This design comes from an exercise in tuning for small area, a short achievable clock period and few clock cycles on the open sky130 flow, not from production work.
The RTL was checked by simulation tests, not by an equivalence proof against the original design.
Power and IR drop assume default switching activity.

**config.mk**
```make
export PLATFORM = sky130hd
export DESIGN_NAME = bdsp_engine
export DESIGN_NICKNAME = bdsp_engine
export VERILOG_FILES = /design/flow/design.v
export SDC_FILE = /design/flow/constraint.sdc
export NUM_CORES = 4
export LEC_CHECK = 0
export CAP_MARGIN = 20
export CORE_MARGIN = 2
export CORE_UTILIZATION = 30
export SLEW_MARGIN = 20
```
**constraint.sdc**
```tcl
create_clock -name core_clock -period 14.0 [get_ports {clk}]
set_input_delay 2.8000 -clock core_clock [delete_from_list [all_inputs] [get_ports {clk}]]
set_output_delay 2.8000 -clock core_clock [all_outputs]
set_load 0.01 [all_outputs]
```
**design.v**
```verilog
module bdsp_engine (
    input             clk,
    input             rst,
    input             bus_valid,
    input             bus_write,
    input      [18:0] bus_addr,
    input      [31:0] bus_wdata,
    output reg        bus_rvalid,
    output reg [31:0] bus_rdata,
    output reg        bus_err,
    output            irq
);
  localparam W      = 16;
  localparam NMAX   = 16;
  localparam MMAX   = 8;
  localparam LMAX   = 32;
  localparam RT_CTX = 2;
  localparam YMAX   = NMAX + MMAX - 1;
  localparam [31:0] ID_VAL  = 32'h4649_5231;
  localparam [31:0] CFG_VAL = {11'd0, 5'd2, 2'd0, 6'd16, 7'd0, 1'b0};
  localparam [3:0] E_OPCODE = 4'd1, E_RSVD = 4'd2, E_CTX = 4'd3, E_ARG = 4'd4,
                   E_CAP = 4'd5, E_NOCTX = 4'd6;
  localparam [2:0] S_IDLE = 3'd0, S_CHK = 3'd1, S_BLK1 = 3'd2, S_BLK2 = 3'd3, S_RUN = 3'd4;
  reg  [W-1:0] xmem [0:NMAX-1];
  reg  [W-1:0] hmem [0:MMAX-1];
  reg  [W-1:0] ymem [0:YMAX-1];
  reg  [W-1:0] coef [0:2*MMAX-1];      
  reg  [W-1:0] hist [0:2*MMAX-1];      
  reg  [3:0]   ctx_m [0:RT_CTX-1];
  reg  [RT_CTX-1:0] ctx_valid;
  reg  [18:0]  q_run [0:RT_CTX-1];
  reg  [18:0]  q_max [0:RT_CTX-1];
  reg  [18:0]  q_min [0:RT_CTX-1];
  reg          q_ovf [0:RT_CTX-1];
  reg          irq_en;
  reg          st_busy, st_done, st_err, st_ovf, st_wbusy;
  reg  [3:0]   st_errcode;
  reg  [31:0]  cmd_reg, xlen, hlen, blen, rt_in;
  reg  [4:0]   ylen;
  reg  [W-1:0] rt_out;
  reg  [2:0]   state;
  reg          ovf_acc;
  assign irq = irq_en & (st_done | st_err);
  wire        aligned   = (bus_addr[1:0] == 2'b00);
  wire        is_reg    = aligned && (bus_addr < 19'h0003C);
  wire [15:0] slot      = bus_addr[17:2];
  wire        is_x      = aligned && (bus_addr[18:16] == 3'd1) && (bus_addr[15:2] < NMAX);
  wire        is_h      = aligned && (bus_addr[18:16] == 3'd2) && (bus_addr[15:2] < MMAX);
  wire        is_y      = aligned && (bus_addr[18:17] == 2'b10) && (bus_addr[16:2] < YMAX);
  wire        mapped    = is_reg | is_x | is_h | is_y;
  wire [3:0]  reg_idx   = bus_addr[5:2];
  wire        wr        = bus_valid & bus_write & mapped;
  wire        wr_reg    = wr & is_reg;
  wire        soft_rst  = bus_valid & bus_write & (bus_addr == 19'h00014) & bus_wdata[0];
  wire        wr_guard  = wr & (is_x | is_h | is_y |
                              (is_reg & (reg_idx == 4'd7 || reg_idx == 4'd8 ||
                                         reg_idx == 4'd9 || reg_idx == 4'd10 ||
                                         reg_idx == 4'd12)));
  wire        wr_ok     = wr_guard & ~st_busy;
  wire        accept    = bus_valid & bus_write & ~st_busy & (bus_addr == 19'h0001C);
  wire        rtin_wr   = bus_valid & bus_write & ~st_busy & (bus_addr == 19'h00030);
  wire [W-1:0] xrd = xmem[slot[3:0]];
  wire [W-1:0] hrd = hmem[slot[2:0]];
  wire [W-1:0] yrd = ymem[slot[4:0]];
  reg [31:0] rdata_c;
  always @(*) begin
    rdata_c = 32'd0;
    if (is_reg) begin
      case (reg_idx)
        4'd0:  rdata_c = ID_VAL;
        4'd1:  rdata_c = CFG_VAL;
        4'd2:  rdata_c = NMAX;
        4'd3:  rdata_c = MMAX;
        4'd4:  rdata_c = LMAX;
        4'd5:  rdata_c = {30'd0, irq_en, 1'b0};
        4'd6:  rdata_c = {20'd0, st_errcode, 3'd0, st_wbusy, st_ovf, st_err, st_done, st_busy};
        4'd7:  rdata_c = cmd_reg;
        4'd8:  rdata_c = xlen;
        4'd9:  rdata_c = hlen;
        4'd10: rdata_c = blen;
        4'd11: rdata_c = {27'd0, ylen};
        4'd12: rdata_c = rt_in;
        4'd13: rdata_c = {{(32-W){rt_out[W-1]}}, rt_out};
        4'd14: rdata_c = {{(32-RT_CTX){1'b0}}, ctx_valid};
        default: rdata_c = 32'd0;
      endcase
    end else if (is_x) rdata_c = {{(32-W){xrd[W-1]}}, xrd};
    else if (is_h)     rdata_c = {{(32-W){hrd[W-1]}}, hrd};
    else if (is_y)     rdata_c = {{(32-W){yrd[W-1]}}, yrd};
  end
  always @(posedge clk) begin
    if (rst) begin
      bus_rvalid <= 1'b0;
      bus_rdata  <= 32'd0;
      bus_err    <= 1'b0;
    end else begin
      bus_rvalid <= bus_valid;
      bus_err    <= bus_valid & ~mapped;
      bus_rdata  <= (bus_valid & ~bus_write & mapped) ? rdata_c : 32'd0;
    end
  end
  wire [3:0]  op    = cmd_reg[3:0];
  wire [3:0]  cctx  = cmd_reg[7:4];
  reg         d_rsvd, d_cnz, d_cge2;    
  wire        rsvd  = d_rsvd;
  wire        cx    = cctx[0];
  reg  f_n0, f_ngt, f_m0, f_mgt, f_lle, f_llt, f_lgt;
  always @(posedge clk) begin
    f_n0  <= (xlen == 32'd0);
    f_ngt <= (|xlen[31:5]) | (xlen[4] & (|xlen[3:0]));
    f_m0  <= (hlen == 32'd0);
    f_mgt <= (|hlen[31:4]) | (hlen[3] & (|hlen[2:0]));
    f_lle <= ~(|blen[31:4]) & (blen[3:0] <= hlen[3:0]);
    f_llt <= ~(|blen[31:4]) & (blen[3:0] <  hlen[3:0]);
    f_lgt <= (|blen[31:6]) | (blen[5] & (|blen[4:0]));
  end
  reg  [3:0]  chk_err;
  always @(*) begin
    chk_err = 4'd0;
    if (op >= 4'd7)                                   chk_err = E_OPCODE;
    else if (rsvd)                                    chk_err = E_RSVD;
    else if (op <= 4'd4 && d_cnz)                     chk_err = E_RSVD;
    else if (op >= 4'd5 && d_cge2)                    chk_err = E_CTX;
    else if (op >= 4'd1 && op <= 4'd4) begin
      if (f_n0 || f_m0)                               chk_err = E_ARG;
      else if (f_ngt || f_mgt)                        chk_err = E_CAP;
      else if (op == 4'd3 && f_lle)                   chk_err = E_ARG;
      else if (op == 4'd4 && f_llt)                   chk_err = E_ARG;
      else if ((op == 4'd3 || op == 4'd4) && f_lgt)   chk_err = E_CAP;
    end else if (op == 4'd5) begin
      if (f_m0)                                       chk_err = E_ARG;
      else if (f_mgt)                                 chk_err = E_CAP;
    end else if (op == 4'd6) begin
      if (!ctx_valid[cx])                             chk_err = E_NOCTX;
    end
  end
  wire [4:0] n5  = xlen[4:0];
  wire [3:0] m4  = hlen[3:0];
  wire [5:0] l6  = blen[5:0];
  wire [4:0] t5  = n5 + {1'b0, m4} - 5'd1;             
  wire [4:0] lc5 = (n5 > {1'b0, m4}) ? n5 : {1'b0, m4};  
  wire [5:0] lw6 = l6 + {2'b0, m4} - 6'd1;             
  wire [5:0] lsm1c = {1'b0, lc5} - {2'b0, m4} + 6'd1;   
  wire [3:0] wop = bus_wdata[3:0];
  reg  [4:0] c_n;       
  reg  [3:0] c_m;       
  reg  [2:0] c_p;       
  reg  [5:0] c_l;       
  reg  [4:0] c_len;     
  reg  [5:0] c_lcap;    
  reg  [5:0] c_lseg;    
  reg  [5:0] c_lsm1;    
  reg        c_wrap;    
  reg        c_ols;
  reg        c_multi;   
  reg  [4:0] c_lim;     
  reg  [5:0] b_base, b_nbase;
  reg        b_more;
  reg  [6:0] b_xoff;    
  reg  [5:0] b_ka, b_kb, b_cnt;
  reg  [5:0] b_thr;     
  reg        w_s1ne;    
  reg  [5:0] w_s1x;
  reg  [2:0] w_s1h;
  reg  [6:0] w_s1rem;
  reg  [5:0] w_s2x;
  reg  [6:0] w_s2rem;
  reg        w_s2ne, w_ywen;
  reg  [5:0] o_qleft;
  reg        o_lastout;
  reg        o_seg, o_first;
  reg  [5:0] o_x;       
  reg  [2:0] o_h;       
  reg  [6:0] o_rem;     
  reg        cs2_ne;
  reg  [5:0] cs2_x;
  reg  [6:0] cs2_rem;
  reg  [6:0] o_ypos;
  reg        o_ywen;
  reg  [5:0] nx_n;
  reg        nx_s1ne;
  reg  [5:0] nx_s1x;
  reg  [2:0] nx_s1h;
  reg  [6:0] nx_s1rem;
  reg        nx_s2ne;
  reg  [5:0] nx_s2x;
  reg  [6:0] nx_s2rem;
  reg  [6:0] nx_ypos;
  reg        nx_ywen;
  wire [6:0] blk_xoff = {1'b0, b_base} - (c_ols ? {4'd0, c_p} : 7'd0);
  wire [5:0] blk_ka   = blk_xoff[6] ? (6'd0 - blk_xoff[5:0]) : 6'd0;
  wire [6:0] blk_kb_a = {1'b0, c_lcap} - 7'd1;
  wire [6:0] blk_kb_b = {2'b0, c_n} - 7'd1 - blk_xoff;
  wire [5:0] blk_kb   = ($signed(blk_kb_a) < $signed(blk_kb_b)) ? blk_kb_a[5:0] : blk_kb_b[5:0];
  wire [5:0] blk_cnt0 = blk_kb - blk_ka + {2'b0, c_m};
  wire [5:0] blk_cnt  = (c_wrap && c_lseg < blk_cnt0) ? c_lseg : blk_cnt0;
  wire [5:0] blk_nb   = b_base + c_l;
  wire [6:0] b2_xka   = b_xoff + {1'b0, b_ka};             
  wire [6:0] b2_s2lo  = {1'b0, b_ka} + {1'b0, c_lsm1};
  wire [6:0] b2_s2x   = b_xoff + b2_s2lo;
  wire [6:0] b2_s2rem = {1'b0, b_kb} - b2_s2lo;
  wire [6:0] b2_s2rm1 = b2_s2rem - 7'd1;
  wire       b2_m1    = (c_m == 4'd1);
  wire       b2_dhi   = (b_ka < b_kb);
  wire [6:0] b2_n1rem = {6'd0, b2_dhi} - {6'd0, b2_m1};
  wire [6:0] b2_ws2x  = b_xoff + {1'b0, c_lsm1};
  wire [6:0] b2_ws2r  = {1'b0, b_kb} - {1'b0, c_lsm1};
  wire [6:0] b2_nyp   = b2_xka + 7'd1;
  function ywen_f;
    input [6:0] yp;
    input [5:0] base;
    input [4:0] len;
    ywen_f = ($signed(yp) >= $signed({1'b0, base})) && ($signed(yp) < $signed({2'b0, len}));
  endfunction
  wire       run      = (state == S_RUN);
  wire [3:0] sq_x0    = o_x[3:0];
  wire [2:0] sq_h0    = o_h;
  wire       sq_v1    = (o_rem != 7'd0);
  wire       seg_end  = (o_rem[6:1] == 6'd0);
  wire       has_seg2 = ~o_seg & cs2_ne;
  wire       out_last = seg_end & ~has_seg2;
  wire       sq_fin   = out_last & o_lastout & ~b_more;
  wire       nx_wrap  = c_wrap && (nx_n + 6'd1 == c_lseg);
  wire       nx_dlo   = (nx_n >= b_thr);
  wire       nx_dhi   = (nx_n < b_kb);
  wire [6:0] nx_s1rem_a = nx_s1rem + {6'd0, nx_dhi} - {6'd0, nx_dlo};
  wire [6:0] nx_s2rem_a = nx_s2rem - 7'd1;
  wire [6:0] nx_ypos_a  = nx_ypos + 7'd1;
  reg        bg_busy, bg_ld, bg_c;
  reg  [1:0] bg_k;
  reg  [3:0] bg_m;
  reg  [W-1:0] a0, b0, a1, b1;       
  reg          oc_v, oc_v1, oc_first, oc_last, oc_ywen, oc_fin;
  reg  [4:0]   oc_ypos;
  reg          ob_v, ob_first, ob_last, ob_vo, ob_ve, ob_c;
  reg          op_spec;
  reg  [W-1:0] p0, p1;               
  reg          pov0, pov1;
  reg          pc_v, pc_v1, pc_first, pc_last, pc_ywen, pc_fin;
  reg  [4:0]   pc_ypos;
  reg          pb_v, pb_first, pb_last, pb_vo, pb_ve, pb_c;
  reg          prod_spec;
  reg  [W-1:0] acc;
  wire [W-1:0] sp_p    = cx ? p1 : p0;
  wire         sp_ov   = cx ? pov1 : pov0;
  wire [18:0]  sp_p19  = {{3{sp_p[W-1]}}, sp_p};
  wire [18:0]  rt_hi   = sp_p19 + q_max[cx];
  wire [18:0]  rt_lo   = sp_p19 + q_min[cx];
  wire         rt_ovf  = sp_ov | q_ovf[cx] |
                         (~rt_hi[18] & (rt_hi[17:15] != 3'd0)) |
                         ( rt_lo[18] & (rt_lo[17:15] != 3'b111));
  wire [W-1:0] rt_val  = sp_p + q_run[cx][W-1:0];
  wire         chk     = (state == S_CHK) & ~bg_busy;
  wire         chk_ok  = chk & (chk_err == 4'd0);
  wire         op_rt   = ~d_rsvd & ~d_cge2;
  wire         op_cv   = ~d_rsvd & ~d_cnz & ~f_n0 & ~f_m0 & ~f_ngt & ~f_mgt;
  wire         rt_go   = chk & (op == 4'd6) & op_rt & ctx_valid[cx] & prod_spec;
  wire         rt_init = chk & (op == 4'd5) & op_rt & ~f_m0 & ~f_mgt;
  wire         conv_go = chk & op_cv &
                         ((op == 4'd1) | (op == 4'd2) |
                          ((op == 4'd3) & ~f_lle & ~f_lgt) |
                          ((op == 4'd4) & ~f_llt & ~f_lgt));
  wire         bg_load  = rt_go | bg_ld;
  wire [1:0]   bgk      = rt_go ? 2'd0 : bg_k;
  wire         bgc      = rt_go ? cx : bg_c;
  wire [3:0]   bgm      = rt_go ? ctx_m[cx] : bg_m;
  wire [W-1:0] s_next   = rtin_wr ? bus_wdata[W-1:0] : rt_in[W-1:0];
  reg  [W-1:0] a0_n, b0_n, a1_n, b1_n;
  always @(*) begin
    if (run) begin
      a0_n = xmem[sq_x0];
      b0_n = hmem[sq_h0];
      a1_n = xmem[sq_x0 + 4'd1];
      b1_n = hmem[sq_h0 - 3'd1];
    end else if (bg_load) begin
      case (bgk)
        2'd0:    a1_n = rt_in[W-1:0];
        2'd1:    a1_n = hist[{bgc, 3'd3}];
        2'd2:    a1_n = hist[{bgc, 3'd5}];
        default: a1_n = hist[{bgc, 3'd7}];
      endcase
      case (bgk)
        2'd0:    a0_n = hist[{bgc, 3'd1}];
        2'd1:    a0_n = hist[{bgc, 3'd4}];
        default: a0_n = hist[{bgc, 3'd6}];
      endcase
      case (bgk)
        2'd0:    b1_n = coef[{bgc, 3'd1}];
        2'd1:    b1_n = coef[{bgc, 3'd3}];
        2'd2:    b1_n = coef[{bgc, 3'd5}];
        default: b1_n = coef[{bgc, 3'd7}];
      endcase
      case (bgk)
        2'd0:    b0_n = coef[{bgc, 3'd2}];
        2'd1:    b0_n = coef[{bgc, 3'd4}];
        default: b0_n = coef[{bgc, 3'd6}];
      endcase
    end else begin
      a0_n = s_next;
      a1_n = s_next;
      b0_n = coef[{1'b0, 3'd0}];
      b1_n = coef[{1'b1, 3'd0}];
    end
  end
  function [17:0] brow;           
    input [2:0]  d;
    input [15:0] a;
    reg one, two, neg;
    reg [16:0] sel;
    begin
      one  = d[0] ^ d[1];
      two  = (d == 3'b011) | (d == 3'b100);
      neg  = d[2] & ~(d[1] & d[0]);
      sel  = ({17{one}} & {a[15], a}) | ({17{two}} & {a, 1'b0});
      sel  = sel ^ {17{neg}};
      brow = {neg, ~sel[16], sel[15:0]};
    end
  endfunction
  function [63:0] csa;            
    input [31:0] x, y, z;
    csa = {((x & y) | (x & z) | (y & z)) << 1, x ^ y ^ z};
  endfunction
  wire [16:0] bb0 = {b0, 1'b0};
  wire [16:0] bb1 = {b1, 1'b0};
  wire [31:0] rw0 [0:7];
  wire [31:0] rw1 [0:7];
  wire [7:0]  ng0, ng1;
  genvar gi;
  generate for (gi = 0; gi < 8; gi = gi + 1) begin : g_booth
    wire [17:0] r0 = brow(bb0[2*gi+2 : 2*gi], a0);
    wire [17:0] r1 = brow(bb1[2*gi+2 : 2*gi], a1);
    assign rw0[gi] = {15'd0, r0[16:0]} << (2*gi);
    assign rw1[gi] = {15'd0, r1[16:0]} << (2*gi);
    assign ng0[gi] = r0[17];
    assign ng1[gi] = r1[17];
  end endgenerate
  wire [31:0] nk0 = {16'hAAAB, 1'b0, ng0[7], 1'b0, ng0[6], 1'b0, ng0[5], 1'b0, ng0[4],
                     1'b0, ng0[3], 1'b0, ng0[2], 1'b0, ng0[1], 1'b0, ng0[0]};
  wire [31:0] nk1 = {16'hAAAB, 1'b0, ng1[7], 1'b0, ng1[6], 1'b0, ng1[5], 1'b0, ng1[4],
                     1'b0, ng1[3], 1'b0, ng1[2], 1'b0, ng1[1], 1'b0, ng1[0]};
  wire [63:0] c0_1a = csa(rw0[0], rw0[1], rw0[2]);
  wire [63:0] c0_1b = csa(rw0[3], rw0[4], rw0[5]);
  wire [63:0] c0_1c = csa(rw0[6], rw0[7], nk0);
  wire [63:0] c0_2a = csa(c0_1a[31:0], c0_1a[63:32], c0_1b[31:0]);
  wire [63:0] c0_2b = csa(c0_1b[63:32], c0_1c[31:0], c0_1c[63:32]);
  wire [63:0] c0_3  = csa(c0_2a[31:0], c0_2a[63:32], c0_2b[31:0]);
  wire [63:0] c0_4  = csa(c0_3[31:0], c0_3[63:32], c0_2b[63:32]);
  wire [63:0] c1_1a = csa(rw1[0], rw1[1], rw1[2]);
  wire [63:0] c1_1b = csa(rw1[3], rw1[4], rw1[5]);
  wire [63:0] c1_1c = csa(rw1[6], rw1[7], nk1);
  wire [63:0] c1_2a = csa(c1_1a[31:0], c1_1a[63:32], c1_1b[31:0]);
  wire [63:0] c1_2b = csa(c1_1b[63:32], c1_1c[31:0], c1_1c[63:32]);
  wire [63:0] c1_3  = csa(c1_2a[31:0], c1_2a[63:32], c1_2b[31:0]);
  wire [63:0] c1_4  = csa(c1_3[31:0], c1_3[63:32], c1_2b[63:32]);
  wire [2*W-1:0] m0 = c0_4[31:0] + c0_4[63:32];
  wire [2*W-1:0] m1 = c1_4[31:0] + c1_4[63:32];
  wire m0_ov = (m0[2*W-1:W-1] != {(W+1){1'b0}}) && (m0[2*W-1:W-1] != {(W+1){1'b1}});
  wire m1_ov = (m1[2*W-1:W-1] != {(W+1){1'b0}}) && (m1[2*W-1:W-1] != {(W+1){1'b1}});
  wire [W-1:0] ac_in  = pc_first ? {W{1'b0}} : acc;
  wire [W:0]   ac_s1  = {ac_in[W-1], ac_in} + {p0[W-1], p0};
  wire         ac_o1  = ac_s1[W] != ac_s1[W-1];
  wire [W-1:0] ac_p1  = pc_v1 ? p1 : {W{1'b0}};
  wire [W+1:0] ac_s2  = {{2{ac_in[W-1]}}, ac_in} + {{2{p0[W-1]}}, p0} + {{2{ac_p1[W-1]}}, ac_p1};
  wire         ac_o2  = (ac_s2[W+1:W-1] != 3'b000) && (ac_s2[W+1:W-1] != 3'b111);
  wire         ac_ovf = pc_v & (pov0 | ac_o1 | (pc_v1 & (pov1 | ac_o2)));
  reg  [18:0]  w_run, w_max, w_min;
  reg          w_ovf;
  wire [18:0]  bq_run0 = pb_first ? 19'd0 : w_run;
  wire [18:0]  bq_max0 = pb_first ? 19'd0 : w_max;
  wire [18:0]  bq_min0 = pb_first ? 19'd0 : w_min;
  wire         bq_ov0  = pb_first ? 1'b0  : w_ovf;
  wire [18:0]  bq_a    = pb_vo ? {{3{p1[W-1]}}, p1} : 19'd0;
  wire [18:0]  bq_b    = pb_ve ? {{3{p0[W-1]}}, p0} : 19'd0;
  wire [18:0]  bq_r1   = bq_run0 + bq_a;
  wire [18:0]  bq_r2   = bq_run0 + bq_a + bq_b;
  wire         bq_g1   = $signed(bq_r1) > $signed(bq_max0);
  wire         bq_g2   = $signed(bq_r2) > $signed(bq_max0);
  wire         bq_l1   = $signed(bq_r1) < $signed(bq_min0);
  wire         bq_l2   = $signed(bq_r2) < $signed(bq_min0);
  wire         bq_bpos = pb_ve & ~p0[W-1] & (p0 != {W{1'b0}});
  wire         bq_bneg = pb_ve & p0[W-1];
  wire [18:0]  bq_mx2  = (bq_g2 & (bq_bpos | ~bq_g1)) ? bq_r2 : (bq_g1 ? bq_r1 : bq_max0);
  wire [18:0]  bq_mn2  = (bq_l2 & (bq_bneg | ~bq_l1)) ? bq_r2 : (bq_l1 ? bq_r1 : bq_min0);
  wire         bq_ov   = bq_ov0 | (pb_vo & pov1) | (pb_ve & pov0);
  wire [W-1:0] y_old  = ymem[pc_ypos];
  wire [W-1:0] yr     = ac_s2[W-1:0];
  wire [W:0]   y_sum  = {y_old[W-1], y_old} + {yr[W-1], yr};
  wire         y_v    = pc_v & pc_last;
  wire         y_wen  = pc_ywen;
  wire         y_ovf  = y_sum[W] != y_sum[W-1];
  wire         y_done = y_v & pc_fin;
  wire         y_pz    = conv_go;           
  wire [4:0]   pz_len  = c_len;
  wire [W-1:0] y_wd    = st_busy ? (y_pz ? {W{1'b0}} : y_sum[W-1:0]) : bus_wdata[W-1:0];
  integer k;
  wire chk_conv = chk & (chk_err == 4'd0) & (op >= 4'd1) & (op <= 4'd4);
  wire run_blk  = run & seg_end & ~has_seg2 & o_lastout;    
  wire bg_fin   = pb_v & pb_last;
  always @(posedge clk) begin
    if (rst || soft_rst) begin
      irq_en     <= 1'b0;
      st_busy    <= 1'b0;
      st_done    <= 1'b0;
      st_err     <= 1'b0;
      st_ovf     <= 1'b0;
      st_wbusy   <= 1'b0;
      st_errcode <= 4'd0;
      cmd_reg    <= 32'd0;
      xlen       <= 32'd0;
      hlen       <= 32'd0;
      blen       <= 32'd0;
      ylen       <= 5'd0;
      rt_in      <= 32'd0;
      rt_out     <= {W{1'b0}};
      ctx_valid  <= {RT_CTX{1'b0}};
      state      <= S_IDLE;
      bg_busy    <= 1'b0;
      bg_ld      <= 1'b0;
      oc_v       <= 1'b0;
      ob_v       <= 1'b0;
      op_spec    <= 1'b0;
      pc_v       <= 1'b0;
      pb_v       <= 1'b0;
      prod_spec  <= 1'b0;
    end else begin
      case (state)
        S_CHK: if (chk) begin
          if (chk_err != 4'd0) begin
            st_err     <= 1'b1;
            st_errcode <= chk_err;
            st_busy    <= 1'b0;
            state      <= S_IDLE;
          end else begin
            case (op)
              4'd1, 4'd2, 4'd3, 4'd4: state <= S_BLK2;
              4'd5: begin
                ctx_valid[cx] <= 1'b1;
                st_done <= 1'b1;
                st_busy <= 1'b0;
                state   <= S_IDLE;
              end
              4'd6: begin
                if (prod_spec) begin
                  rt_out  <= rt_val;
                  st_ovf  <= rt_ovf;
                  st_done <= 1'b1;
                  st_busy <= 1'b0;
                  state   <= S_IDLE;
                end
              end
              default: begin             
                st_done <= 1'b1;
                st_busy <= 1'b0;
                state   <= S_IDLE;
              end
            endcase
          end
        end
        S_BLK1: state <= S_BLK2;
        S_BLK2: state <= S_RUN;
        S_RUN:  if (run_blk) state <= b_more ? S_BLK1 : S_IDLE;
        default: ;
      endcase
      oc_v      <= run;
      ob_v      <= bg_load & ~run;
      op_spec   <= ~run & ~bg_load & ~rt_init;
      pc_v      <= oc_v;
      pb_v      <= ob_v;
      prod_spec <= op_spec & ~rtin_wr & ~rt_init;
      if (bg_load) bg_ld <= ({2'b0, bgk, 1'b0} + 5'd4 <= {1'b0, bgm});
      if (rt_go)  bg_busy <= 1'b1;
      if (bg_fin) bg_busy <= 1'b0;
      if (y_done) begin
        ylen    <= c_len;
        st_ovf  <= ovf_acc | ac_ovf | (y_wen & y_ovf);
        st_done <= 1'b1;
        st_busy <= 1'b0;
      end
      if (wr && st_busy && wr_guard) st_wbusy <= 1'b1;
      if (accept) begin
        cmd_reg    <= bus_wdata;
        st_busy    <= 1'b1;
        st_done    <= 1'b0;
        st_err     <= 1'b0;
        st_errcode <= 4'd0;
        st_ovf     <= 1'b0;
        st_wbusy   <= 1'b0;
        state      <= S_CHK;
      end
      if (wr_reg && reg_idx == 4'd5) irq_en <= bus_wdata[1];
      if (wr_reg && reg_idx == 4'd6) begin
        if (bus_wdata[1]) st_done <= 1'b0;
        if (bus_wdata[2]) begin st_err <= 1'b0; st_errcode <= 4'd0; end
        if (bus_wdata[3]) st_ovf <= 1'b0;
        if (bus_wdata[4]) st_wbusy <= 1'b0;
      end
      if (wr_ok && is_reg) begin
        case (reg_idx)
          4'd8:  xlen  <= bus_wdata;
          4'd9:  hlen  <= bus_wdata;
          4'd10: blen  <= bus_wdata;
          4'd12: rt_in <= bus_wdata;
          default: ;
        endcase
      end
    end
  end
  always @(posedge clk) begin
    if (!st_busy) begin
      c_n     <= n5;
      c_m     <= m4;
      c_p     <= m4[2:0] - 3'd1;
      c_l     <= l6;
      c_len   <= (wop == 4'd2) ? lc5 : t5;
      c_lcap  <= (wop == 4'd4) ? l6 : (wop == 4'd3) ? lw6 :
                 (wop == 4'd2) ? {1'b0, lc5} : 6'd32;
      c_lseg  <= (wop == 4'd2) ? {1'b0, lc5} : lw6;
      c_lsm1  <= (wop == 4'd2) ? lsm1c : l6;
      c_wrap  <= (wop == 4'd2) | (wop == 4'd3);
      c_ols   <= (wop == 4'd3);
      c_multi <= (wop == 4'd3) | (wop == 4'd4);
      c_lim   <= (wop == 4'd3) ? t5 : n5;
      b_base  <= 6'd0;
      d_rsvd  <= |bus_wdata[31:8];
      d_cnz   <= |bus_wdata[7:4];
      d_cge2  <= |bus_wdata[7:5];
    end
    if (chk_conv) ovf_acc <= 1'b0;
    if ((state == S_CHK) || (state == S_BLK1)) begin
      b_xoff  <= blk_xoff;
      b_ka    <= blk_ka;
      b_kb    <= blk_kb;
      b_cnt   <= blk_cnt;
      b_nbase <= blk_nb;
      b_more  <= c_multi && (blk_nb < {1'b0, c_lim});
    end
    if (state == S_BLK2) begin
      b_thr     <= b_ka + {2'd0, c_m} - 6'd1;
      w_s1ne    <= (b_ka == 6'd0);
      w_s1x     <= b2_xka[5:0];
      w_s1h     <= 3'd0 - b_ka[2:0];
      w_s1rem   <= 7'd0 - {1'b0, b_ka};
      w_s2x     <= b2_ws2x[5:0];
      w_s2rem   <= b2_ws2r;
      w_s2ne    <= c_wrap & ~b2_ws2r[6];
      w_ywen    <= ywen_f(b_xoff, b_base, c_len);
      o_qleft   <= b_cnt;
      o_lastout <= (b_cnt == 6'd1);
      o_seg     <= 1'b0;
      o_first   <= 1'b1;
      o_x       <= b2_xka[5:0];
      o_h       <= 3'd0;
      o_rem     <= 7'd0;
      cs2_ne    <= c_wrap & ~b2_s2rem[6];
      cs2_x     <= b2_s2x[5:0];
      cs2_rem   <= b2_s2rem;
      o_ypos    <= b2_xka;
      o_ywen    <= ywen_f(b2_xka, b_base, c_len);
      nx_n      <= b_ka + 6'd1;
      nx_s1ne   <= ~b2_n1rem[6];
      nx_s1x    <= b2_xka[5:0] + {5'd0, b2_m1};
      nx_s1h    <= {2'd0, ~b2_m1};
      nx_s1rem  <= b2_n1rem;
      nx_s2ne   <= c_wrap & ~b2_s2rm1[6];
      nx_s2x    <= b2_s2x[5:0] + 6'd1;
      nx_s2rem  <= b2_s2rm1;
      nx_ypos   <= b2_nyp;
      nx_ywen   <= ywen_f(b2_nyp, b_base, c_len);
    end
    if (run) begin
      if (!seg_end) begin
        o_x     <= o_x + 6'd2;
        o_h     <= o_h - 3'd2;
        o_rem   <= o_rem - 7'd2;
        o_first <= 1'b0;
      end else if (has_seg2) begin
        o_seg   <= 1'b1;
        o_x     <= cs2_x;
        o_h     <= c_p;
        o_rem   <= cs2_rem;
        o_first <= 1'b0;
      end else if (!o_lastout) begin
        o_qleft   <= o_qleft - 6'd1;
        o_lastout <= (o_qleft == 6'd2);
        o_first   <= 1'b1;
        if (nx_s1ne) begin
          o_seg <= 1'b0;
          o_x   <= nx_s1x;
          o_h   <= nx_s1h;
          o_rem <= nx_s1rem;
        end else begin
          o_seg <= 1'b1;
          o_x   <= nx_s2x;
          o_h   <= c_p;
          o_rem <= nx_s2rem;
        end
        cs2_ne  <= nx_s2ne;
        cs2_x   <= nx_s2x;
        cs2_rem <= nx_s2rem;
        o_ypos  <= nx_ypos;
        o_ywen  <= nx_ywen;
        if (nx_wrap) begin
          nx_n     <= 6'd0;
          nx_s1ne  <= w_s1ne;
          nx_s1x   <= w_s1x;
          nx_s1h   <= w_s1h;
          nx_s1rem <= w_s1rem;
          nx_s2ne  <= w_s2ne;
          nx_s2x   <= w_s2x;
          nx_s2rem <= w_s2rem;
          nx_ypos  <= b_xoff;
          nx_ywen  <= w_ywen;
        end else begin
          nx_n     <= nx_n + 6'd1;
          nx_s1ne  <= ~nx_s1rem_a[6];
          nx_s1x   <= nx_s1x + {5'd0, nx_dlo};
          nx_s1h   <= nx_s1h + {2'd0, ~nx_dlo};
          nx_s1rem <= nx_s1rem_a;
          nx_s2ne  <= c_wrap & ~nx_s2rem_a[6];
          nx_s2x   <= nx_s2x + 6'd1;
          nx_s2rem <= nx_s2rem_a;
          nx_ypos  <= nx_ypos_a;
          nx_ywen  <= ywen_f(nx_ypos_a, b_base, c_len);
        end
      end else if (b_more) begin
        b_base <= b_nbase;
      end
    end
    a0 <= a0_n; b0 <= b0_n; a1 <= a1_n; b1 <= b1_n;
    oc_v1    <= sq_v1;
    oc_first <= o_first;
    oc_last  <= out_last;
    oc_ypos  <= o_ypos[4:0];
    oc_ywen  <= o_ywen;
    oc_fin   <= sq_fin;
    ob_first <= (bgk == 2'd0);
    ob_last  <= ({2'b0, bgk, 1'b0} + 5'd4 > {1'b0, bgm});
    ob_vo    <= ({1'b0, bgk, 1'b0} + 4'd1 < bgm);
    ob_ve    <= ({1'b0, bgk, 1'b0} + 4'd2 < bgm);
    ob_c     <= bgc;
    if (bg_load) begin
      bg_c  <= bgc;
      bg_m  <= bgm;
      bg_k  <= bgk + 2'd1;
    end
    p0 <= m0[W-1:0]; p1 <= m1[W-1:0];
    pov0 <= m0_ov;   pov1 <= m1_ov;
    pc_v1    <= oc_v1;
    pc_first <= oc_first;
    pc_last  <= oc_last;
    pc_ypos  <= oc_ypos;
    pc_ywen  <= oc_ywen;
    pc_fin   <= oc_fin;
    pb_first <= ob_first;
    pb_last  <= ob_last;
    pb_vo    <= ob_vo;
    pb_ve    <= ob_ve;
    pb_c     <= ob_c;
    if (pc_v) begin
      acc <= ac_s2[W-1:0];
      if (ac_ovf) ovf_acc <= 1'b1;
    end
    if (y_v & y_wen & y_ovf) ovf_acc <= 1'b1;
    if (pb_v) begin
      w_run <= bq_r2;
      w_max <= bq_mx2;
      w_min <= bq_mn2;
      w_ovf <= bq_ov;
    end
    if (bg_fin) begin
      q_run[pb_c] <= bq_r2;
      q_max[pb_c] <= bq_mx2;
      q_min[pb_c] <= bq_mn2;
      q_ovf[pb_c] <= bq_ov;
    end
    if (rt_init) begin
      ctx_m[cx] <= m4;
      for (k = 0; k < MMAX; k = k + 1)
        coef[{cx, 3'd0} + k] <= hmem[k];
      for (k = 1; k < MMAX; k = k + 1)
        hist[{cx, 3'd0} + k] <= {W{1'b0}};
      q_run[cx] <= 19'd0;
      q_max[cx] <= 19'd0;
      q_min[cx] <= 19'd0;
      q_ovf[cx] <= 1'b0;
    end
    if (rt_go) begin
      hist[{cx, 3'd1}] <= rt_in[W-1:0];
      for (k = 2; k < MMAX; k = k + 1)
        hist[{cx, 3'd0} + k] <= hist[{cx, 3'd0} + k - 1];
    end
  end
  always @(posedge clk) begin
    if (wr_ok && is_x) xmem[slot[3:0]] <= bus_wdata[W-1:0];
    if (wr_ok && is_h) hmem[slot[2:0]] <= bus_wdata[W-1:0];
    for (k = 0; k < YMAX; k = k + 1)
      if ((wr_ok && is_y && slot[4:0] == k) ||
          (y_pz && k < pz_len) ||
          (y_v && y_wen && pc_ypos == k))
        ymem[k] <= y_wd;
  end
endmodule
```
**flow/run.sh**
```bash
#!/bin/bash
# The standard ORFS layout (the standard.sh), with a larger setup-repair
# margin: timing repair keeps working until paths are 7.5 ns shorter than the
# clock period. The clock period, constraints and every other step are the
# standard ones. make's full output goes to flow_make.log.
set -euo pipefail
bash standard.sh SETUP_SLACK_MARGIN=7.5 finish > flow_make.log 2>&1
```
**standard.sh**
```bash
#!/bin/bash
# synth_recipe.tcl (not shown) runs the flow's synth.tcl, then flattens the netlist and writes it again
# the make line also repeats each setting of config.mk as NAME=value (left out here)
make -C /OpenROAD-flow-scripts/flow DESIGN_CONFIG=/design/flow/config.mk WORK_HOME=/design/flow/orfs CLKGATE_MAP_FILE= SYNTH_SCRIPT=/design/flow/synth_recipe.tcl "${@:-finish}"
```
==> metrics.md, run 1 <==
| Metric | Value |
|---|---|
| Status | `complete, no violations` |
| Die width | `622 um` |
| Most frequent cells in the layout | `1,439 x edfxtp_1, 1,347 x nand2_1, 590 x a21oi_1` |
| CTS tree | `yes` |
| Crit Path Max Fanout | `7` |
| CTS buffer count | `207` |
| Vert. Die Dim | `roughly 620 um` |
| Syn nets | `11,159` |
| R2R Path Start | `pb_vo$_DFF_P_` |
| Max FFs per register | `approximately 370` |
| Core Region | `379,000 um^2` |
| Largest net degree at the start of global routing | `130` |
| CP endpoint kind | `register` |
| Mapped Area | `~110,000 um^2` |
| Num rows | `226` |
| RSZ-0062 raised after global routing | `yes` |
| Multi-input logic area | `56,800 um^2` |
| Critical Path RT | `14.61 ns` |
| Fin crit period | `6.46 ns` |
| Clock root buffer | `clkbuf_16` |
| P_leak | `0.0463 uW` |
| Worst IR drop on VDD | `0.000139 V` |
| H-tree depth | `4` |
| Yosys cell types | `98` |
| Syn Area/Cell | `roughly 11 um^2` |
| Final GP Congestion | `0.936` |
| Vias/cell | `5.61` |
| Setup TNS | `0 ns` |
| Setup Crit Path Kind | `register to register` |
| WHS Endpoint | `pc_ypos[3]$_DFF_P_` |
| Hpwl dp | `about 260 mm` |
| Synthesis-to-finish area growth | `14.0%` |
| Initial DRT Pass Iterations | `8` |
| Biggest register | `ymem` |
| Post-synth ARST share | `0%` |
| Pre-CTS WS | `~6.1 ns` |
| Reg2Reg Capture Point | `w_max[18]$_DFFE_PP_` |
| First-pass GRT wire length | `571 mm` |
| Final period util | `46.1%` |
| Slew @ Worst Pin | `between 1 and 1.5 ns` |
| GR Util All Layers | `between 10% and 20%` |
| Initial antenna violation count | `28` |
| Initial detailed-routing violation count | `11,611` |
| Vias in the first global route | `between 80,000 and 90,000` |
| IO Port Bufs | `89` |
| WL per Instance | `25.5 um` |
| Commonest non-fill, non-tap cell in the layout | `edfxtp_1` |
| Slowest stage delay, CP | `0.70 ns` |
| Post-route DRC | `0` |
| Max_slew headroom | `19.4%` |
| Synth warnings | `2` |
| Worst path arrival time | `7.06 ns` |
| Layout cells sized above 1 | `14.1%` |
| Fmax achieved | `0.155 GHz` |
| Hold-fix buffers, CTS | `0` |
| Hold Slack | `0.285 ns` |
| Sequential cell area | `54,700 um^2` |
| Seq cells post-synth | `around 2,000` |
| Total grt overflow | `0` |
| FILL cells | `between 30,000 and 40,000` |
| Ys flop type | `edfxtp_1` |
| Placed Cells incl. Taps | `14,962` |
| Worst-Skew Late Latency | `0.93 ns` |
| Critical path launch point type | `register` |
| Seq/Total Area, Yosys | `47.7%` |
| CTS max path bufs | `4` |
| Final net count | `11,128` |
| Hold path depth | `0` |
| Endpoints failing hold | `0` |
| Crit-path cells | `and2_1 > ha_2 > fa_2 > buf_4 > xor2_1 > ha_1 > nor2b_1 > o21ai_0 > a21oi_1 > a31oi_1 > xor2_1 > inv_1 > ha_1 > a21o_1 > a21o_1 > a21oi_1 > o221ai_4 > o221ai_4 > buf_12 > buf_6 > buf_4 > o211a_4 > nor2_1` |
| Detailed Route WL | `395 mm` |
| Worst Min Path Start | `oc_ypos[3]$_DFF_P_` |
| Post-synth EDFFs | `around 1,400` |
| Initial Utilization | `30.2%` |
| CTS clk-pin slew, worst paths | `0.06 ns` |
| Reg2Reg Setup Slack | `around 7.5 ns` |
| Fin Clk Skew | `about 0.089 ns` |
| Worst Hold Class | `register to register` |
| Max-cap viol count | `0` |
| Slowest-stage cell, CP | `xor2_1` |
| Die ar. | `387,000 um^2` |
| Via count | `86,733` |
| Final setup fails | `0` |
| Ports | `90` |
| Power density over cell area | `123 nW/um^2` |
| Number of nets with antenna violations after routing | `0` |
| Setup WS post-layout | `7.54 ns` |
| Cell count after synthesis | `around 10,000` |
| CTS Sinks | `around 2,000` |
| Slew Viols, Final | `0` |
| FF-to-FF path depth | `23` |
| Fin cells | `15,464` |
worst max-delay path, delay by kind of cell, from the launching register on:
kind | cells | cell delay [ns]
adders and majority gates | 4 | 1.26
DFF | 1 | 0.35
and+or+nand+nor | 3 | 0.34
xor gates and xnor gates | 2 | 1.22
buffers and inverters | 5 | 0.85
AOI/OAI and AO/OA | 9 | 2.17
worst max-delay path by stage:
stage | from | depth (start not counted) | end
floorplan | state[1]$_SDFFE_PP0P_ | 6 | hist[10][0]$_DFFE_PP_
global placement | pb_first$_DFF_P_ | 27 | w_max[17]$_DFFE_PP_
detailed placement | pb_first$_DFF_P_ | 27 | w_max[17]$_DFFE_PP_
CTS | pb_first$_DFF_P_ | 31 | q_max[0][15]$_SDFFE_PP0P_
global route | c_p[1]$_DFFE_PN_ | 31 | b_cnt[0]$_DFFE_PP_
finish | pb_vo$_DFF_P_ | 23 | w_max[18]$_DFFE_PP_
cells in the mapped netlist (all sizes together), types with 103 or more instances:
cell / number / share of area (%)
nand3: 167 / 0.73
clkbuf: 539 / 1.8
nor2b: 123 / 0.67
nand2: 1353 / 4.4
buf: 130 / 0.54
nor2: 487 / 1.6
mux4: 325 / 6.4
dfxtp: 570 / 10
inv: 591 / 1.9
mux2i: 219 / 1.9
nor3: 103 / 0.47
a21oi: 617 / 2.7
o21ai: 320 / 1.4
ha: 606 / 6.6
edfxtp: 1439 / 38
a22oi: 474 / 3.1
xnor2: 335 / 2.6
xor2: 173 / 1.3
a21o: 113 / 0.74
a221oi: 144 / 1.2
fa: 209 / 3.7
report_power, final:
| part | total, uW | internal [uW] | switching [uW] | leakage [uW] |
|---|---|---|---|---|
| clock | 5700 | 3220 | 2490 | 0.00336 |
| combinational | 3700 | 1520 | 2170 | 0.0257 |
| sequential | 6620 | 6470 | 148 | 0.0172 |
layout make-up:
| cell class | instances | area share [%] |
|---|---|---|
| clock inverter | 115 | 0.864 |
| tap | 5016 | 4.81 |
| antenna | 22 | 0.0422 |
| clock buffer | 262 | 4.40 |
| multi-input combinational | 7017 | 43.5 |
| sequential | 2009 | 41.9 |
| inverter | 597 | 1.74 |
| timing repair buffer | 426 | 2.71 |
metrics by stage:
step	power, uW	utilization, %	cell area, um^2
floorplan	9160	-	115000
global placement	10200	32.0	121000
detailed placement	10300	32.0	122000
CTS	15900	34.0	129000
global route	16600	34.4	130000
finish	16000	34.4	131000
layer usage:
| layer | track usage, % | part of all wire (%) | vias up |
|---|---|---|---|
| met3 | 4.49 | 11 | 1136 |
| met5 | 0 | 0.032 | - |
| li1 | - | - | 38083 |
| met4 | 10.5 | 6.5 | 14 |
| met2 | 30.6 | 44 | 4770 |
| met1 | 25.2 | 39 | 42730 |
cell families after synthesis:
logic type | after synthesis | share of synthesized area [%]
simple gates | 2677 | 10.5
compound gates | 2377 | 14.2
flops | 2009 | 47.7
buf+inv | 1266 | 4.27
fa+ha+maj | 815 | 10.3
mux | 633 | 9.19
xor+xnor | 510 | 3.93
other cells | 2 | 0.00656
what timing repair did:
action,in CTS,in global routing
endpoints found under the setup margin,126,157
pin swaps,16,66
buffers inserted,32,66
cloned,2,2
gates resized for setup,106,156
Testbench counts, summed over its fixed seeds: cycles 23,610.
==> inputs of run 2 (changes only) <==
--- a/design.v
+++ b/design.v
@@ -21,5 +21,6 @@
   localparam [3:0] E_OPCODE = 4'd1, E_RSVD = 4'd2, E_CTX = 4'd3, E_ARG = 4'd4,
                    E_CAP = 4'd5, E_NOCTX = 4'd6;
-  localparam [2:0] S_IDLE = 3'd0, S_CHK = 3'd1, S_BLK1 = 3'd2, S_BLK2 = 3'd3, S_RUN = 3'd4;
+  localparam [2:0] S_IDLE = 3'd0, S_CHK = 3'd1, S_BLK1 = 3'd2, S_BLK2 = 3'd3, S_RUN = 3'd4,
+                   S_BLK0 = 3'd5;
   reg  [W-1:0] xmem [0:NMAX-1];
   reg  [W-1:0] hmem [0:MMAX-1];
@@ -40,4 +41,5 @@
   reg  [W-1:0] rt_out;
   reg  [2:0]   state;
+  reg          pend;       
   reg          ovf_acc;
   assign irq = irq_en & (st_done | st_err);
@@ -143,4 +145,27 @@
   wire [5:0] lsm1c = {1'b0, lc5} - {2'b0, m4} + 6'd1;   
   wire [3:0] wop = bus_wdata[3:0];
+  wire       w_lc   = (wop == 4'd1);
+  wire       w_cc   = (wop == 4'd2);
+  wire       w_os   = (wop == 4'd3);
+  wire       w_oa   = (wop == 4'd4);
+  wire [2:0] z_p    = m4[2:0] - 3'd1;                        
+  wire       z_m1   = (m4 == 4'd1);
+  wire [5:0] z_mln  = ({1'b0, n5} < l6) ? {1'b0, n5} : l6;   
+  wire [6:0] z_ccr  = {2'd0, n5} + {3'd0, m4} - 7'd2 - {2'd0, lc5};    
+  wire [6:0] z_osr  = {1'b0, z_mln} - 7'd1 - {1'b0, l6};              
+  wire [6:0] z_s2r  = w_os ? z_osr : z_ccr;                  
+  wire [6:0] z_osr1 = {1'b0, z_mln} - 7'd2 - {1'b0, l6};
+  wire [6:0] z_ccr1 = {2'd0, n5} + {3'd0, m4} - 7'd3 - {2'd0, lc5};
+  wire [6:0] z_s2rm = w_os ? z_osr1 : z_ccr1;
+  wire [5:0] z_s2x  = w_os ? l6 : lsm1c;                     
+  wire       z_wrap = w_cc | w_os;
+  wire [5:0] z_kb   = (w_lc | w_cc) ? ({1'b0, n5} - 6'd1) :
+                      (w_oa ? (z_mln - 6'd1) : ({3'd0, z_p} + z_mln - 6'd1));
+  wire [5:0] z_cnt  = w_lc ? {1'b0, t5} : w_cc ? {1'b0, lc5} : (z_mln + {3'd0, z_p});
+  wire       z_dhi  = (w_lc | w_cc) ? (n5 > 5'd1) : (z_mln > 6'd1);
+  wire [6:0] z_n1r  = z_m1 ? (z_dhi ? 7'd0 : 7'h7f) : {6'd0, z_dhi};
+  wire [5:0] z_ka   = w_os ? {3'd0, z_p} : 6'd0;
+  wire [4:0] z_len  = w_cc ? lc5 : t5;
+  wire [6:0] z_ows2r = z_osr + {4'd0, z_p};                  
   reg  [4:0] c_n;       
   reg  [3:0] c_m;       
@@ -193,5 +218,5 @@
   wire [6:0] blk_kb_b = {2'b0, c_n} - 7'd1 - blk_xoff;
   wire [5:0] blk_kb   = ($signed(blk_kb_a) < $signed(blk_kb_b)) ? blk_kb_a[5:0] : blk_kb_b[5:0];
-  wire [5:0] blk_cnt0 = blk_kb - blk_ka + {2'b0, c_m};
+  wire [5:0] blk_cnt0 = b_kb - b_ka + {2'b0, c_m};
   wire [5:0] blk_cnt  = (c_wrap && c_lseg < blk_cnt0) ? c_lseg : blk_cnt0;
   wire [5:0] blk_nb   = b_base + c_l;
@@ -236,5 +261,7 @@
   reg          op_spec;
   reg  [W-1:0] p0, p1;               
-  reg          pov0, pov1;
+  reg  [W:0]   ph0, ph1;             
+  wire         pov0 = (ph0 != {(W+1){1'b0}}) && (ph0 != {(W+1){1'b1}});
+  wire         pov1 = (ph1 != {(W+1){1'b0}}) && (ph1 != {(W+1){1'b1}});
   reg          pc_v, pc_v1, pc_first, pc_last, pc_ywen, pc_fin;
   reg  [4:0]   pc_ypos;
@@ -257,8 +284,9 @@
   wire         rt_go   = chk & (op == 4'd6) & op_rt & ctx_valid[cx] & prod_spec;
   wire         rt_init = chk & (op == 4'd5) & op_rt & ~f_m0 & ~f_mgt;
-  wire         conv_go = chk & op_cv &
+  wire         conv_ok = op_cv &
                          ((op == 4'd1) | (op == 4'd2) |
                           ((op == 4'd3) & ~f_lle & ~f_lgt) |
                           ((op == 4'd4) & ~f_llt & ~f_lgt));
+  wire         chk_conv = (chk | (run & pend)) & conv_ok;    
   wire         bg_load  = rt_go | bg_ld;
   wire [1:0]   bgk      = rt_go ? 2'd0 : bg_k;
@@ -355,6 +383,4 @@
   wire [2*W-1:0] m0 = c0_4[31:0] + c0_4[63:32];
   wire [2*W-1:0] m1 = c1_4[31:0] + c1_4[63:32];
-  wire m0_ov = (m0[2*W-1:W-1] != {(W+1){1'b0}}) && (m0[2*W-1:W-1] != {(W+1){1'b1}});
-  wire m1_ov = (m1[2*W-1:W-1] != {(W+1){1'b0}}) && (m1[2*W-1:W-1] != {(W+1){1'b1}});
   wire [W-1:0] ac_in  = pc_first ? {W{1'b0}} : acc;
   wire [W:0]   ac_s1  = {ac_in[W-1], ac_in} + {p0[W-1], p0};
@@ -367,6 +393,4 @@
   reg          w_ovf;
   wire [18:0]  bq_run0 = pb_first ? 19'd0 : w_run;
-  wire [18:0]  bq_max0 = pb_first ? 19'd0 : w_max;
-  wire [18:0]  bq_min0 = pb_first ? 19'd0 : w_min;
   wire         bq_ov0  = pb_first ? 1'b0  : w_ovf;
   wire [18:0]  bq_a    = pb_vo ? {{3{p1[W-1]}}, p1} : 19'd0;
@@ -374,12 +398,16 @@
   wire [18:0]  bq_r1   = bq_run0 + bq_a;
   wire [18:0]  bq_r2   = bq_run0 + bq_a + bq_b;
-  wire         bq_g1   = $signed(bq_r1) > $signed(bq_max0);
-  wire         bq_g2   = $signed(bq_r2) > $signed(bq_max0);
-  wire         bq_l1   = $signed(bq_r1) < $signed(bq_min0);
-  wire         bq_l2   = $signed(bq_r2) < $signed(bq_min0);
   wire         bq_bpos = pb_ve & ~p0[W-1] & (p0 != {W{1'b0}});
   wire         bq_bneg = pb_ve & p0[W-1];
-  wire [18:0]  bq_mx2  = (bq_g2 & (bq_bpos | ~bq_g1)) ? bq_r2 : (bq_g1 ? bq_r1 : bq_max0);
-  wire [18:0]  bq_mn2  = (bq_l2 & (bq_bneg | ~bq_l1)) ? bq_r2 : (bq_l1 ? bq_r1 : bq_min0);
+  reg  [18:0]  b2_r1, b2_r2;
+  reg          b2_v, b2_first, b2_last, b2_c, b2_bpos, b2_bneg;
+  wire [18:0]  bq_max0 = b2_first ? 19'd0 : w_max;
+  wire [18:0]  bq_min0 = b2_first ? 19'd0 : w_min;
+  wire         bq_g1   = $signed(b2_r1) > $signed(bq_max0);
+  wire         bq_g2   = $signed(b2_r2) > $signed(bq_max0);
+  wire         bq_l1   = $signed(b2_r1) < $signed(bq_min0);
+  wire         bq_l2   = $signed(b2_r2) < $signed(bq_min0);
+  wire [18:0]  bq_mx2  = (bq_g2 & (b2_bpos | ~bq_g1)) ? b2_r2 : (bq_g1 ? b2_r1 : bq_max0);
+  wire [18:0]  bq_mn2  = (bq_l2 & (b2_bneg | ~bq_l1)) ? b2_r2 : (bq_l1 ? b2_r1 : bq_min0);
   wire         bq_ov   = bq_ov0 | (pb_vo & pov1) | (pb_ve & pov0);
   wire [W-1:0] y_old  = ymem[pc_ypos];
@@ -390,11 +418,10 @@
   wire         y_ovf  = y_sum[W] != y_sum[W-1];
   wire         y_done = y_v & pc_fin;
-  wire         y_pz    = conv_go;           
+  wire         y_pz    = chk_conv;          
   wire [4:0]   pz_len  = c_len;
   wire [W-1:0] y_wd    = st_busy ? (y_pz ? {W{1'b0}} : y_sum[W-1:0]) : bus_wdata[W-1:0];
   integer k;
-  wire chk_conv = chk & (chk_err == 4'd0) & (op >= 4'd1) & (op <= 4'd4);
   wire run_blk  = run & seg_end & ~has_seg2 & o_lastout;    
-  wire bg_fin   = pb_v & pb_last;
+  wire bg_fin   = b2_v & b2_last;
   always @(posedge clk) begin
     if (rst || soft_rst) begin
@@ -415,4 +442,5 @@
       ctx_valid  <= {RT_CTX{1'b0}};
       state      <= S_IDLE;
+      pend       <= 1'b0;
       bg_busy    <= 1'b0;
       bg_ld      <= 1'b0;
@@ -422,4 +450,5 @@
       pc_v       <= 1'b0;
       pb_v       <= 1'b0;
+      b2_v       <= 1'b0;
       prod_spec  <= 1'b0;
     end else begin
@@ -433,5 +462,8 @@
           end else begin
             case (op)
-              4'd1, 4'd2, 4'd3, 4'd4: state <= S_BLK2;
+              4'd1, 4'd2, 4'd3, 4'd4: begin
+                state <= S_RUN;
+                pend  <= 1'b0;
+              end
               4'd5: begin
                 ctx_valid[cx] <= 1'b1;
@@ -457,14 +489,26 @@
           end
         end
+        S_BLK0: state <= S_BLK1;
         S_BLK1: state <= S_BLK2;
         S_BLK2: state <= S_RUN;
-        S_RUN:  if (run_blk) state <= b_more ? S_BLK1 : S_IDLE;
+        S_RUN: begin
+          if (pend) begin
+            pend <= 1'b0;
+            if (!conv_ok) begin
+              st_err     <= 1'b1;
+              st_errcode <= chk_err;
+              st_busy    <= 1'b0;
+              state      <= S_IDLE;
+            end else if (run_blk) state <= b_more ? S_BLK0 : S_IDLE;
+          end else if (run_blk) state <= b_more ? S_BLK0 : S_IDLE;
+        end
         default: ;
       endcase
-      oc_v      <= run;
+      oc_v      <= run & ~(pend & ~conv_ok);
       ob_v      <= bg_load & ~run;
       op_spec   <= ~run & ~bg_load & ~rt_init;
       pc_v      <= oc_v;
       pb_v      <= ob_v;
+      b2_v      <= pb_v;
       prod_spec <= op_spec & ~rtin_wr & ~rt_init;
       if (bg_load) bg_ld <= ({2'b0, bgk, 1'b0} + 5'd4 <= {1'b0, bgm});
@@ -486,5 +530,6 @@
         st_ovf     <= 1'b0;
         st_wbusy   <= 1'b0;
-        state      <= S_CHK;
+        state      <= (wop >= 4'd1 && wop <= 4'd4 && !bg_busy) ? S_RUN : S_CHK;
+        pend       <= 1'b1;
       end
       if (wr_reg && reg_idx == 4'd5) irq_en <= bus_wdata[1];
@@ -523,12 +568,51 @@
       b_base  <= 6'd0;
       d_rsvd  <= |bus_wdata[31:8];
+      b_xoff    <= w_os ? (7'd0 - {4'd0, z_p}) : 7'd0;
+      b_ka      <= z_ka;
+      b_kb      <= z_kb;
+      b_cnt     <= z_cnt;
+      b_nbase   <= l6;
+      b_more    <= (w_os & (l6 < {1'b0, t5})) | (w_oa & (l6 < {1'b0, n5}));
+      b_thr     <= w_os ? {2'd0, z_p, 1'b0} : {3'd0, z_p};
+      w_s1ne    <= ~w_os | z_m1;
+      w_s1x     <= 6'd0;
+      w_s1h     <= w_os ? (3'd0 - z_p) : 3'd0;
+      w_s1rem   <= w_os ? (7'd0 - {4'd0, z_p}) : 7'd0;
+      w_s2x     <= w_os ? (l6 - {3'd0, z_p}) : lsm1c;
+      w_s2rem   <= w_os ? z_ows2r : z_ccr;
+      w_s2ne    <= w_os ? ~z_ows2r[6] : (w_cc & ~z_ccr[6]);
+      w_ywen    <= ~w_os | z_m1;
+      o_qleft   <= z_cnt;
+      o_lastout <= w_lc ? (t5 == 5'd1) : w_cc ? (lc5 == 5'd1) : ((z_mln + {3'd0, z_p}) == 6'd1);
+      o_seg     <= 1'b0;
+      o_first   <= 1'b1;
+      o_x       <= 6'd0;
+      o_h       <= 3'd0;
+      o_rem     <= 7'd0;
+      cs2_ne    <= z_wrap & ~z_s2r[6];
+      cs2_x     <= z_s2x;
+      cs2_rem   <= z_s2r;
+      o_ypos    <= 7'd0;
+      o_ywen    <= 1'b1;
+      nx_n      <= w_os ? ({3'd0, z_p} + 6'd1) : 6'd1;
+      nx_s1ne   <= ~z_n1r[6];
+      nx_s1x    <= {5'd0, z_m1};
+      nx_s1h    <= {2'd0, ~z_m1};
+      nx_s1rem  <= z_n1r;
+      nx_s2ne   <= z_wrap & ~z_s2rm[6];
+      nx_s2x    <= w_os ? (l6 + 6'd1) : (lsm1c + 6'd1);
+      nx_s2rem  <= z_s2rm;
+      nx_ypos   <= 7'd1;
+      nx_ywen   <= w_cc ? (lc5 > 5'd1) : (t5 > 5'd1);
       d_cnz   <= |bus_wdata[7:4];
       d_cge2  <= |bus_wdata[7:5];
     end
     if (chk_conv) ovf_acc <= 1'b0;
-    if ((state == S_CHK) || (state == S_BLK1)) begin
+    if (state == S_BLK0) begin
       b_xoff  <= blk_xoff;
       b_ka    <= blk_ka;
       b_kb    <= blk_kb;
+    end
+    if (state == S_BLK1) begin
       b_cnt   <= blk_cnt;
       b_nbase <= blk_nb;
@@ -645,5 +729,5 @@
     end
     p0 <= m0[W-1:0]; p1 <= m1[W-1:0];
-    pov0 <= m0_ov;   pov1 <= m1_ov;
+    ph0 <= m0[2*W-1:W-1]; ph1 <= m1[2*W-1:W-1];
     pc_v1    <= oc_v1;
     pc_first <= oc_first;
@@ -664,13 +748,22 @@
     if (pb_v) begin
       w_run <= bq_r2;
+      w_ovf <= bq_ov;
+    end
+    b2_r1    <= bq_r1;
+    b2_r2    <= bq_r2;
+    b2_first <= pb_first;
+    b2_last  <= pb_last;
+    b2_c     <= pb_c;
+    b2_bpos  <= bq_bpos;
+    b2_bneg  <= bq_bneg;
+    if (b2_v) begin
       w_max <= bq_mx2;
       w_min <= bq_mn2;
-      w_ovf <= bq_ov;
     end
     if (bg_fin) begin
-      q_run[pb_c] <= bq_r2;
-      q_max[pb_c] <= bq_mx2;
-      q_min[pb_c] <= bq_mn2;
-      q_ovf[pb_c] <= bq_ov;
+      q_run[b2_c] <= w_run;
+      q_max[b2_c] <= bq_mx2;
+      q_min[b2_c] <= bq_mn2;
+      q_ovf[b2_c] <= w_ovf;
     end
     if (rt_init) begin
==> flow/run.sh (replaced) <==
#!/bin/bash
# The standard ORFS layout (the standard.sh), with a larger setup-repair
# margin: timing repair keeps working until paths are 8 ns shorter than the
# clock period. The clock period, constraints and every other step are the
# standard ones. make's full output goes to flow_make.log.
set -euo pipefail
bash standard.sh SETUP_SLACK_MARGIN=8 finish > flow_make.log 2>&1
==> run 2 against run 1 <==
Still clean on timing, DRC and antenna. Maximum frequency is 6.3% higher. Utilization shrank 0.28 points. Sequential power shrank 0.9%. Hold slack gained 0.042 ns.
==> metrics.md, run 2 <==
| Metric | Value |
|---|---|
| Status | `complete, no violations` |
| Clock root buffer | `clkbuf_16` |
| Reg2Reg Capture Point | `ph0[16]$_DFF_P_` |
| CP endpoint kind | `register` |
| Layout cells sized above 1 | `13.4%` |
| WHS Endpoint | `pc_ypos[0]$_DFF_P_` |
| Num rows | `232` |
| P_leak | `between 0.04 and 0.05 uW` |
| Initial Utilization | `30.1%` |
| RSZ-0062 raised after global routing | `yes` |
| Mapped Area | `between 100,000 and 150,000 um^2` |
| First-pass GRT wire length | `620 mm` |
| Initial DRT Pass Iterations | `13` |
| Worst IR drop on VDD | `approximately 0.00011 V` |
| Crit-path cells | `buf_2 > buf_4 > nor2_1 > nand2_1 > nor2_1 > buf_4 > a221o_1 > a211oi_1 > nand4_1 > a221oi_1 > nor2_1` |
| Synth top area cells | `edfxtp_1 36%, dfxtp_1 11%, ha_1 6.9%` |
| Synth top area share | `a little over a third` |
| Hpwl dp | `just under 300 mm` |
| GR Util All Layers | `20.6%` |
| Power density over cell area | `94.5 nW/um^2` |
| Final net count | `between 10,000 and 15,000` |
| Worst-Skew Late Latency | `0.96 ns` |
| Setup TNS | `0 ns` |
| WL per Instance | `around 27 um` |
| Slew Viols, Final | `0` |
| Sequential cell area | `56,200 um^2` |
| Hold-fix buffers, CTS | `0` |
| Core Region | `399,000 um^2` |
| Seq/Total Area, Yosys | `46.8%` |
| CTS buffer count | `220` |
| Reg2Reg Setup Slack | `about 8 ns` |
| Slowest stage delay, CP | `1.01 ns` |
| Final period util | `43.4%` |
| Slew @ Worst Pin | `around 1.2 ns` |
| Initial antenna violation count | `44` |
| FF-to-FF path depth | `24` |
| R2R Path Start | `b0[1]$_DFF_P_` |
| Worst Min Path Start | `oc_ypos[0]$_DFF_P_` |
| Syn Area/Cell | `11.0 um^2` |
| Vias/cell | `~5.7` |
| CTS tree | `yes` |
| Biggest register | `ymem` |
| Crit Path Max Fanout | `37` |
| Initial detailed-routing violation count | `12,373` |
| Pre-CTS WS | `6.70 ns` |
| Commonest non-fill, non-tap cell in the layout | `edfxtp_1` |
| FILL cells | `roughly 39,000` |
| Top cells by count, synth | `1,439 x edfxtp_1, 1,396 x nand2_1, 665 x ha_1, 645 x dfxtp_1, 640 x a21oi_1` |
| Total grt overflow | `0` |
| Setup WS post-layout | `7.92 ns` |
| Most common cell in the netlist | `edfxtp_1` |
| Worst path arrival time | `6.87 ns` |
| Setup Crit Path Kind | `input pin to register` |
| CTS clk-pin slew, worst paths | `~0.070 ns` |
| Multi-input logic area | `60,400 um^2` |
| Number of nets with antenna violations after routing | `0` |
| Most frequent cells in the layout | `1,439 x edfxtp_1, 1,388 x nand2_1, 632 x a21oi_1` |
| Max FFs per register | `368` |
| Critical path launch point type | `input pin` |
| Largest net degree at the start of global routing | `130` |
| Worst Hold Class | `register to register` |
| Vias in the first global route | `87,727` |
| CTS max path bufs | `4` |
| Max-cap viol count | `0` |
| Ports | `90` |
| Via count | `around 93,000` |
| Slowest-stage cell, CP | `a221oi_1` |
| Most frequent cell on the critical path | `nor2_1` |
| CTS Sinks | `around 2,100` |
| Die ar. | `405,000 um^2` |
| Max_slew headroom | `18.5%` |
| Fin crit period | `6.08 ns` |
| Placed Cells incl. Taps | `15,809` |
| Vert. Die Dim | `636 um` |
| Critical Path RT | `14.80 ns` |
| Final instance area | `between 100,000 and 150,000 um^2` |
| Post-DP Area | `127,000 um^2` |
| Yosys top cell by area | `edfxtp_1` |
| Final setup fails | `0` |
| Synth warnings | `2` |
| Final GP Congestion | `0.985` |
| Fmax achieved | `roughly 0.16 GHz` |
| H-tree depth | `4` |
| Fin Clk Skew | `between 0.09 and 0.1 ns` |
| Synthesis-to-finish area growth | `13.5%` |
| Fin cells | `approximately 16,000` |
| Post-synth EDFFs | `1,439` |
| Ys flop type | `edfxtp_1` |
| Post-route DRC | `0` |
| IO Port Bufs | `89` |
| Hold path depth | `0` |
| Yosys cell types | `90` |
| Syn nets | `approximately 12,000` |
| Die width | `roughly 640 um` |
| Detailed Route WL | `435 mm` |
| Cell count after synthesis | `10,908` |
| Endpoints failing hold | `0` |
| Seq cells post-synth | `2,084` |
| Post-synth ARST share | `0%` |
run 2: cell count changes after synthesis, moves of 30 or more:
cell / before / now
nand3_1: 167 / 256
o221ai_1: 10 / 45
nand2b_1: 60 / 101
o21ai_0: 306 / 383
a22oi_1: 474 / 528
nand2_1: 1351 / 1396
clkbuf_1: 539 / 610
ha_1: 606 / 665
nor2_1: 485 / 455
xnor2_1: 335 / 373
o311ai_0: 2 / 42
a211oi_1: 89 / 122
dfxtp_1: 570 / 645
run 2: cell type report:
type / count / share of cell area [%]
Timing Repair Buffer: 424 / 2.57
Inverter: 580 / 1.62
Multi-Input combinational cell: 7526 / 44.4
Sequential cell: 2084 / 41.3
Tap cell: 5265 / 4.85
Clock buffer: 295 / 4.44
Antenna cell: 24 / 0.0442
Clock inverter: 107 / 0.751
run 2: what timing repair did:
item                       4_1_cts  5_1_grt
pin swaps                       21       29
gates resized for setup         89      117
gates cloned                     1        2
buffers inserted                27       39
setup endpoints to repair      225      217
run 2: kinds of logic after synthesis:
group	synth area share, %
buf+inv	4.14
simple gates	10.8
compound gates	14.4
other cells	0.00313
fa+ha+maj	10.6
xor+xnor	4.03
flops	46.8
mux	9.23
run 2: how the worst max path moves through the flow:
| stage | start | endpoint | slack, ns | depth (start not counted) |
|---|---|---|---|---|
| after floorplan | bus_addr[13] | xmem[14][0]$_DFFE_PP_ | 8.00 | 6 |
| after global placement | bus_addr[13] | xlen[13]$_SDFFE_PP0P_ | 6.82 | 10 |
| after detailed placement | bus_addr[0] | rt_in[15]$_SDFFE_PP0P_ | 6.70 | 9 |
| after CTS | b1[1]$_DFF_P_ | ph1[16]$_DFF_P_ | 7.92 | 24 |
| after global routing | b1[1]$_DFF_P_ | ph1[16]$_DFF_P_ | 7.78 | 24 |
| final | bus_addr[5] | bus_rdata[3]$_SDFF_PP0_ | 7.92 | 11 |
run 2: critical path, delay by kind of cell:
kind / cells / cell delay [ns]
buffers and inverters: 3 / 1.02
AO/OA/AOI/OAI: 3 / 1.63
AND/OR/NAND/NOR: 5 / 1.36
run 2: report_power, final:
part / total [uW] / leakage, uW / internal (uW) / switching (uW)
clock network: 5890 / 0.00340 / 3320 / 2570
registers: 6560 / 0.0180 / 6550 / 12.2
logic: 401 / 0.0272 / 126 / 276
total: 12800 / 0.0487 / 9990 / 2860
run 2: routing by layer:
metal  GRT usage [%]  wire, um
met5           0.106       227
met4            10.9     27300
met3            5.57     49600
met2            31.1    188000
met1            26.8    170000
run 2: through the flow:
stage          power (uW)  hold slack, ns  utilization [%]
3_3_place_gp         7070           0.311             31.9
6_report            12800           0.327             34.1
4_1_cts             12900           0.326             33.9
3_5_place_dp         7070           0.313             32.0
2_1_floorplan        6890           0.310                -
5_1_grt             13100           0.326             34.1
Testbench counts of run 2, summed over its fixed seeds: cycles 23,219.

## static timing again, ports no longer ideal
How much do the figures lean on ideal ports? The routed layouts below were timed once more, with nothing changed but the port constraints. Step 1 (the two cells are an assumption about what drives the block):
set clk [get_ports {clk}]
set_driving_cell -lib_cell sky130_fd_sc_hd__clkbuf_16 $clk
set_driving_cell -lib_cell sky130_fd_sc_hd__buf_2 [delete_from_list [all_inputs] $clk]
Step 2 adds t to the input delays and takes it off the output delays; t is the mean of the earliest and latest rising clock arrival at the registers after step 1. Input paths then give back, and output paths get back, about the clock's delay inside the block. a / b / c = ideal / step 1 / step 2; a / b = the first two.
| run | t, ns | setup slack, ns | worst hold slack (ns) | clock arrival spread, ns | slew at the worst register clock pin (ns) |
|---|---|---|---|---|---|
| run 1 | 0.980 | 7.544 / 7.544 / 6.672 | 0.285 / 0.285 / 0.285 | 0.095 / 0.095 | 0.07 / 0.07 |
| run 2 | 1.008 | 7.924 / 8.007 / 6.999 | 0.327 / 0.327 / 0.327 | 0.111 / 0.111 | 0.07 / 0.07 |
After both steps setup and hold are still met in every run listed. For run 2, which loses most, drivers alone change the setup slack by +0.083 ns; drivers and shift together by -0.925 ns.
